Source: an optimization exercise on an open RTL-to-GDS flow (aim: small area, a short achievable clock period and few clock cycles per item). Production flows keep margins and buffers that such runs may drop. Function was not checked in any run shown here: the RTL went through the layout flow alone. Power is estimated from default activity; no workload was simulated.

## flow/design.v (module list and top-level ports; edited modules follow where they fit)
// module tone_planner: 1194 lines
module tone_planner (
    input  wire        clk,
    input  wire        rst,
    input  wire        in_valid,
    output wire        in_ready,
    input  wire        in_is_note,
    input  wire [7:0]  in_note,
    input  wire [15:0] in_freq,
    input  wire [15:0] in_dur,
    input  wire [7:0]  in_vol,
    output wire        out_valid,
    input  wire        out_ready,
    output wire [15:0] out_freq,
    output wire        out_pre,
    output wire [15:0] out_top,
    output wire [15:0] out_duty,
    output wire [15:0] out_timeout,
    output wire        out_fault
);
  // ...
==> flow/run.sh <==
#!/bin/bash
# synth_recipe.tcl (not shown) runs the flow's synth.tcl, then flattens the netlist and writes it again
# the make line also repeats each setting of config.mk as NAME=value (left out here)
make -C /OpenROAD-flow-scripts/flow DESIGN_CONFIG=/design/flow/config.mk WORK_HOME=/design/flow/orfs CLKGATE_MAP_FILE= SYNTH_SCRIPT=/design/flow/synth_recipe.tcl finish
==> flow/config.mk <==
export PLATFORM = sky130hd
export DESIGN_NAME = tone_planner
export DESIGN_NICKNAME = tone_planner
export VERILOG_FILES = /design/flow/design.v
export SDC_FILE = /design/flow/constraint.sdc
export NUM_CORES = 4
export LEC_CHECK = 0
export CAP_MARGIN = 20
export CORE_MARGIN = 2
export CORE_UTILIZATION = 65
export PLACE_DENSITY = 0.75
export SLEW_MARGIN = 20
==> flow/constraint.sdc <==
create_clock -name core_clock -period 12.0 [get_ports {clk}]
set_input_delay 2.4000 -clock core_clock [delete_from_list [all_inputs] [get_ports {clk}]]
set_output_delay 2.4000 -clock core_clock [all_outputs]
set_load 0.01 [all_outputs]
==> flow_metrics.tcl, run 1 <==
set metrics [dict create \
    status "timing/DRC/antenna clean" \
    ys_top_cells_by_area "edfxtp_1, ha_1, fa_1" \
    netlist.area_leader.share 0.452 \
    min_path_type "reg -> reg" \
    synth_xor_area_frac 0.0405 \
    cp_num_cells 3 \
    rows 115 \
    drv_slew 0 \
    seqCellArea_mm2 0.0297 \
    setup_slack_ns 6.13 \
    crit_type "reg -> out" \
    grt_use_total 0.274 \
    leakagePower_uw 0.0297 \
    slowest_delay_ns 0.78 \
    grt_pass1_vias 44156 \
    p_total_uw 21300 \
    post_drt_via_cell_ratio 5.98 \
    nFillCells 6988 \
    nClkBuffers 120 \
    power_sequential_uw 6380 \
    fp.dieH_um 320 \
    critPathTopFamily "buffers and inverters" \
    hold_slack_ns 0.405 \
    required_ns 9.60 \
    drive_above_1_share 0.0610 \
    synth-seq-cells 995 \
    port_buffers 120 \
    crit_top_cell "buf_4" \
    p_comb_uw 11500 \
    synth-compound-area-share 0.140 \
    reg2reg_depth 10 \
    met1Wirelength_um 58300 \
    buffers 158 \
]
==> inputs of run 2 (changes only) <==
--- a/flow/config.mk
+++ b/flow/config.mk
@@ -7,6 +7,5 @@
 export LEC_CHECK = 0
 export CAP_MARGIN = 20
 export CORE_MARGIN = 2
-export CORE_UTILIZATION = 65
-export PLACE_DENSITY = 0.75
+export CORE_UTILIZATION = 40
 export SLEW_MARGIN = 20
==> flow_metrics.tcl, run 2 <==
set metrics [dict create \
    status "timing/DRC/antenna clean" \
    power.share.clock 0.157 \
    comb_power_share 0.541 \
    cts_tree "yes" \
    drv_slew 0 \
    grt_setup_unrepaired "no" \
    leakagePower_uw 0.0296 \
    core_mm2 0.161 \
    p_int_uw 12400 \
    syn_area_mm2 0.0648 \
    fin_worst_skew_ns 0.0421 \
    dp_hpwl_um 107000 \
    min_path_cells 0 \
    path_cells "buf_4 > clkdlybuf4s50_1" \
    io_pins 121 \
    synth.avg_cell_area_um2 10.8 \
    port_buffers 120 \
    start_util 0.403 \
    seq_power_share 0.302 \
    synth-seq-cells 995 \
    arrival_ns 2.87 \
    powerDensity_mw_per_mm2 294 \
    power.switching_uw 8760 \
    largestRegisters "s5_pa (29), s5_pb (29)" \
    ant_nets 0 \
    crit_slowest_cell "buf_4" \
    mostFrequentLayoutCell "edfxtp_1" \
    ys_top_cells_by_area "edfxtp_1, ha_1, fa_1" \
    layout_worst_path_cycle_share 0.439 \
    crit_type "reg -> out" \
    area_growth_pct 11.2 \
    maxCapViolations 0 \
    synth_seq_area_share 0.458 \
    grt_antenna_before_repair 4 \
    grt_max_degree 161 \
    die_area_mm2 0.165 \
    critPathTopFamily "buffers and inverters" \
    post_drt_via_cell_ratio 5.25 \
    cts_hold_buf 0 \
    switching_share 0.414 \
    slew_headroom 0.293 \
    setup_slack_ns 6.73 \
    synth-edff-count 976 \
    via_count 43869 \
    end_kind "output port" \
    grt_pass1_wl_um 230000 \
    clk_latency_ns 0.73 \
    required_ns 9.60 \
    cts_made_buffers 112 \
    fin_crit_ns 5.27 \
    crit_fanout 73 \
    fp.dieH_um 406 \
    drcViolationCount 0 \
    fp.dieW_um 406 \
    drive_above_1_share 0.0620 \
    post_drt_wl_per_cell_um 17.0 \
    wirelength_um 142000 \
    netlist.area_leader.share 0.452 \
    post-place-ws_ns 7.18 \
    num-nets-final 6899 \
    tns_ns 0 \
    place_inst 8153 \
    clk_path_buf_depth 3 \
    yosys_warnings 1 \
    dr.pass1.iters 6 \
    startpoint_type "register" \
    critPathBufInv 2 \
    synthArstFlopShare 0 \
    yosys.area.top_type "edfxtp_1" \
    min_path_type "reg -> reg" \
    fmax_ghz 0.190 \
    rows 147 \
    cts_sinks 995 \
    worstMarginPinSlew_ns 1.05 \
    root_buffer "clkbuf_16" \
    finalHoldViolCount 0 \
    synth_cell_types 114 \
    ctsHtreeMaxLevel 3 \
    yosysMostFrequentCell "edfxtp_1" \
    ir_worst_vdd_v 0.000142 \
    setup_violations 0 \
    grt_overflow 0 \
    reg2reg_depth 15 \
    synth_commonest_cells "edfxtp_1, inv_1, ha_1" \
    cts_resized 0 \
    synthFlopType "edfxtp_1" \
    place.gp.congestion 0.872 \
    clkTransAtPathRegs_ns 0.06 \
    grt_pass1_vias 43944 \
    drtIter0Drc 2623 \
    final_cells 8358 \
    hold_slack_ns 0.404 \
    final_cell_mix "edfxtp_1, inv_1, ha_1" \
    grt_use_total 0.172 \
    cts_setup_buffers 0 \
    synth_nets 6784 \
    slowest_delay_ns 0.75 \
    cp_num_cells 2 \
    netlist_instances 5992 \
]
[run 2: cell counts after synthesis]
Identical to the previous run, type by type.
[run 2: through the flow]
step / total power (µW) / instance area [µm²] / util
2_1_floorplan: 15000 / 64800 / -
3_3_place_gp: 17600 / 68400 / 0.426
3_5_place_dp: 17900 / 68400 / 0.426
4_1_cts: 21300 / 72000 / 0.448
5_1_grt: 23100 / 72000 / 0.448
6_report: 21200 / 72000 / 0.448
[run 2: logic make-up after synthesis]
family / synth area share
other: 0.0000579
muxes: 0.0295
buffers and inverters: 0.0504
xor gates and xnor gates: 0.0405
adders and majority gates: 0.166
AOI/OAI and AO/OA: 0.140
and+or+nand+nor: 0.116
DFF: 0.458
[run 2: power by group through the flow]
stage	Combinational, µW	Clock [µW]	Sequential, µW
2_1_floorplan	8980	0	6010
3_3_place_gp	11200	0	6460
3_5_place_dp	11400	0	6470
4_1_cts	11500	3440	6410
5_1_grt	13000	3570	6540
6_report	11500	3330	6390
[run 2: area by class of cell]
| type | instances | area (µm²) |
|---|---|---|
| Fill cell | 14994 | 88700 |
| Multi-Input combinational cell | 4141 | 31900 |
| Sequential cell | 995 | 29700 |
| Clock buffer | 137 | 2900 |
| Tap cell | 2160 | 2700 |
| Inverter | 695 | 2610 |
| Timing Repair Buffer | 162 | 1540 |
| Clock inverter | 65 | 676 |
| Antenna cell | 3 | 7.51 |
[run 2: layer usage]
layer / share of wire / GRT usage / up-vias / routed length (µm)
met1: 0.44 / 0.220 / 21080 / 63100
met2: 0.49 / 0.300 / 817 / 69300
li1: - / - / 21733 / -
met4: 0.033 / 0.0635 / 0 / 4670
met5: 0 / 0 / - / 0
met3: 0.037 / 0.0200 / 239 / 5260
[run 2: final timing paths]
path              startpoint        end  slack (ns)
setup / recovery    sk_empty   in_ready        6.73
hold / removal       h2_q[1]   s2_hq[3]        0.40
setup reg to reg    sk_empty  o_duty[0]        7.43
hold reg to reg      h2_q[1]   s2_hq[3]        0.40

re-timing with driven ports:
How much do the figures lean on ideal ports? The routed layouts below were timed once more, with nothing changed but the port constraints. Step 1: set_driving_cell puts a clkbuf_16 on clk and a buf_2 on each other input, an assumption about the parent block. Step 2 also shifts input and output timing later by t, the mid clock arrival at the registers, as if the neighbouring blocks saw the same clock. Slacks: ideal / step 1 / step 2; pairs: ideal / step 1.
run	shift t [ns]	setup slack, ns	latest minus earliest clock arrival (ns)	worst data-port slew with drivers (ns)
run 1	0.758	6.130 / 6.054 / 6.812	0.035 / 0.035	0.05
run 2	0.797	6.729 / 6.644 / 7.276	0.045 / 0.045	0.07
After both steps setup and hold are still met in every run listed.
